From an optimization exercise on the open Yosys and OpenROAD flow, aimed at small area, a short achievable clock period and few clock cycles; shortcuts taken in it are not production practice.
Only simulation tests tie the RTL to the original design; equivalence was not proved.
Power figures rest on the tool's default switching activity, not on a simulated workload.

== job 101 ==
## rle_codec
module rle_codec (
    input  wire        clk,
    input  wire        rst,
    input  wire        enc_cmd_valid,
    output wire        enc_cmd_ready,
    input  wire [1:0]  enc_cmd_op,
    input  wire [7:0]  enc_cmd_byte,
    output wire        enc_out_valid,
    input  wire        enc_out_ready,
    output wire [7:0]  enc_out_byte,
    input  wire        dec_cmd_valid,
    output wire        dec_cmd_ready,
    input  wire [1:0]  dec_cmd_op,
    input  wire [7:0]  dec_cmd_byte,
    input  wire [15:0] dec_cmd_cap,
    output wire        dec_out_valid,
    input  wire        dec_out_ready,
    output wire [7:0]  dec_out_byte,
    output wire [15:0] dec_out_index,
    output wire        dec_res_valid,
    output wire [1:0]  dec_res_status,
    output wire [15:0] dec_res_count
);
For scale: roughly 1300 cells after synthesis.
Settings: LEC_CHECK=0, ABC_AREA=1, CAP_MARGIN=20, CORE_MARGIN=2, CORE_UTILIZATION=80, CTS_BUF_LIST=sky130_fd_sc_hd__clkbuf_8, CTS_CLUSTER_DIAMETER=150, CTS_CLUSTER_SIZE=18, SETUP_SLACK_MARGIN=5, SLEW_MARGIN=20; clock period 11.0 ns.
standard.sh (not shown) runs the stock make flow with config.mk's settings and CLKGATE_MAP_FILE= SYNTH_SCRIPT=/design/flow/synth_recipe.tcl, a recipe that flattens the netlist after the stock synthesis.
==> flow/flow/run.sh <==
#!/bin/bash
# Standard ORFS layout, with faster port buffers (buf_4 in place of the
# default delay-cell buffer) and a deeper setup repair. Each make run's
# full output goes to a log file of its own in this folder.
set -euo pipefail
bash standard.sh synth > synth.log 2>&1
bash standard.sh \
    BUFFER_PORTS_ARGS="-buffer_cell sky130_fd_sc_hd__buf_2" \
    SETUP_SLACK_MARGIN=${FLOW_SETUP_MARGIN:-7.5} \
    finish > layout.log 2>&1
Job 101 finished all stages; the layout is clean.
Testbench counts of job 101, summed over its fixed seeds: cycles 31,396.
### job 101 -> job 102
# job 101
export LEC_CHECK = 0
export ABC_AREA = 1
export CAP_MARGIN = 20
export CORE_MARGIN = 2
export CORE_UTILIZATION = 80
export CTS_BUF_LIST = sky130_fd_sc_hd__clkbuf_8
export CTS_CLUSTER_DIAMETER = 150
export CTS_CLUSTER_SIZE = 18
export SETUP_SLACK_MARGIN = 5
export SLEW_MARGIN = 20
create_clock -name core_clock -period 11.0 [get_ports {clk}]
# job 102
export LEC_CHECK = 0
export ABC_AREA = 1
export CAP_MARGIN = 20
export CORE_MARGIN = 2
export CORE_UTILIZATION = 70
export CTS_BUF_LIST = sky130_fd_sc_hd__clkbuf_8
export CTS_CLUSTER_DIAMETER = 150
export CTS_CLUSTER_SIZE = 18
export SETUP_SLACK_MARGIN = 5
export SLEW_MARGIN = 20
create_clock -name core_clock -period 11.0 [get_ports {clk}]
diff --git a/flow/flow/run.sh b/flow/flow/run.sh
--- a/flow/flow/run.sh
+++ b/flow/flow/run.sh
@@ -6,5 +6,5 @@
 bash standard.sh synth > synth.log 2>&1
 bash standard.sh \
-    BUFFER_PORTS_ARGS="-buffer_cell sky130_fd_sc_hd__buf_2" \
-    SETUP_SLACK_MARGIN=${FLOW_SETUP_MARGIN:-7.5} \
+    BUFFER_PORTS_ARGS="-buffer_cell sky130_fd_sc_hd__buf_4" \
+    SETUP_SLACK_MARGIN=${FLOW_SETUP_MARGIN:-7.8} \
     finish > layout.log 2>&1
Notes after the runs:
Compared with job 101, job 102 shows final cell count without fillers that has gone up by a few percent. From job 101 to job 102 the numbers moved as follows: flip-flop and latch count closely matched the old numbers, placed standard-cell area increased by 3.3% relative to the old numbers, final non-filler cell area increased by about 7% relative to the old numbers, synthesized cell count closely matched the old numbers. Largest net degree at the start of global routing (job 102 vs. job 101) increases by a few percent. Comparing job 101 and job 102, critical path depth is higher on job 101. On starting DRC count in detailed routing, the higher figure sits with job 101, not job 102. Job 102: detail-routed via count per cell about 7% below job 101. Job 101 → job 102: total design power went up, relative slew slack now sits lower.
### job 102 -> job 103
# job 102
export LEC_CHECK = 0
export ABC_AREA = 1
export CAP_MARGIN = 20
export CORE_MARGIN = 2
export CORE_UTILIZATION = 70
export CTS_BUF_LIST = sky130_fd_sc_hd__clkbuf_8
export CTS_CLUSTER_DIAMETER = 150
export CTS_CLUSTER_SIZE = 18
export SETUP_SLACK_MARGIN = 5
export SLEW_MARGIN = 20
create_clock -name core_clock -period 11.0 [get_ports {clk}]
# job 103
export LEC_CHECK = 0
export CAP_MARGIN = 20
export CORE_MARGIN = 2
export CORE_UTILIZATION = 60
export CTS_BUF_LIST = sky130_fd_sc_hd__clkbuf_8
export CTS_CLUSTER_SIZE = 40
export SETUP_SLACK_MARGIN = 5
export SLEW_MARGIN = 20
create_clock -name core_clock -period 11.0 [get_ports {clk}]
diff --git a/flow/flow/run.sh b/flow/flow/run.sh
--- a/flow/flow/run.sh
+++ b/flow/flow/run.sh
@@ -7,4 +7,4 @@
 bash standard.sh \
     BUFFER_PORTS_ARGS="-buffer_cell sky130_fd_sc_hd__buf_4" \
-    SETUP_SLACK_MARGIN=${FLOW_SETUP_MARGIN:-7.8} \
+    SETUP_SLACK_MARGIN=${FLOW_SETUP_MARGIN:-7.5} \
     finish > layout.log 2>&1
### Flow results
Number of pins exceeding their max-slew limit in the final report: job 103 vs job 102 identical
Of job 103 and job 102, the run reporting the lower adder and majority gate portion of the synthesized area was job 102.
The post-synthesis net count in job 103 was lower than what job 102 gave.
Of job 103 and job 102, job 102 shows the lower power, with job 103 above it.
Job 103 vs job 102 — final cell area excluding filler cells dropped 1.6%.
NOTE full die area job 102->job 103 increased by more than 10%
Side by side, pin count of the biggest net entering global routing turned out higher in job 103 than in job 102.
The clock buffer count from CTS in job 103 is 2.4 times that in job 102.
Between job 103 and job 102, it is job 103 whose number of fill cells in the layout is higher, by 421.

-- separate check: timing with driven ports --
Ports are ideal in the flow. The routed layouts listed here were re-timed in OpenROAD. Step 1: set_driving_cell puts a clkbuf_16 on clk and a buf_2 on each other input, an assumption about the parent block. Step 2, shift: input delay + t, output delay - t, t = (earliest + latest rising clock arrival at the registers) / 2. This alone moves slack from input paths to output paths. a / b / c = ideal / step 1 / step 2; a / b = the first two.
| run | t, ns | slack for setup (ns) | clock arrival spread, ns |
|---|---|---|---|
| job 101 | 0.577 | 7.605 / 7.592 / 7.038 | 0.019 / 0.019 |
| job 102 | 0.575 | 7.675 / 7.635 / 7.102 | 0.021 / 0.021 |
| job 103 | 0.597 | 7.635 / 7.591 / 7.068 | 0.021 / 0.021 |
After both steps every run listed still meets setup and hold. The setup slack of job 102, which loses most, moves by -0.040 ns with the drivers and by -0.573 ns with both steps.
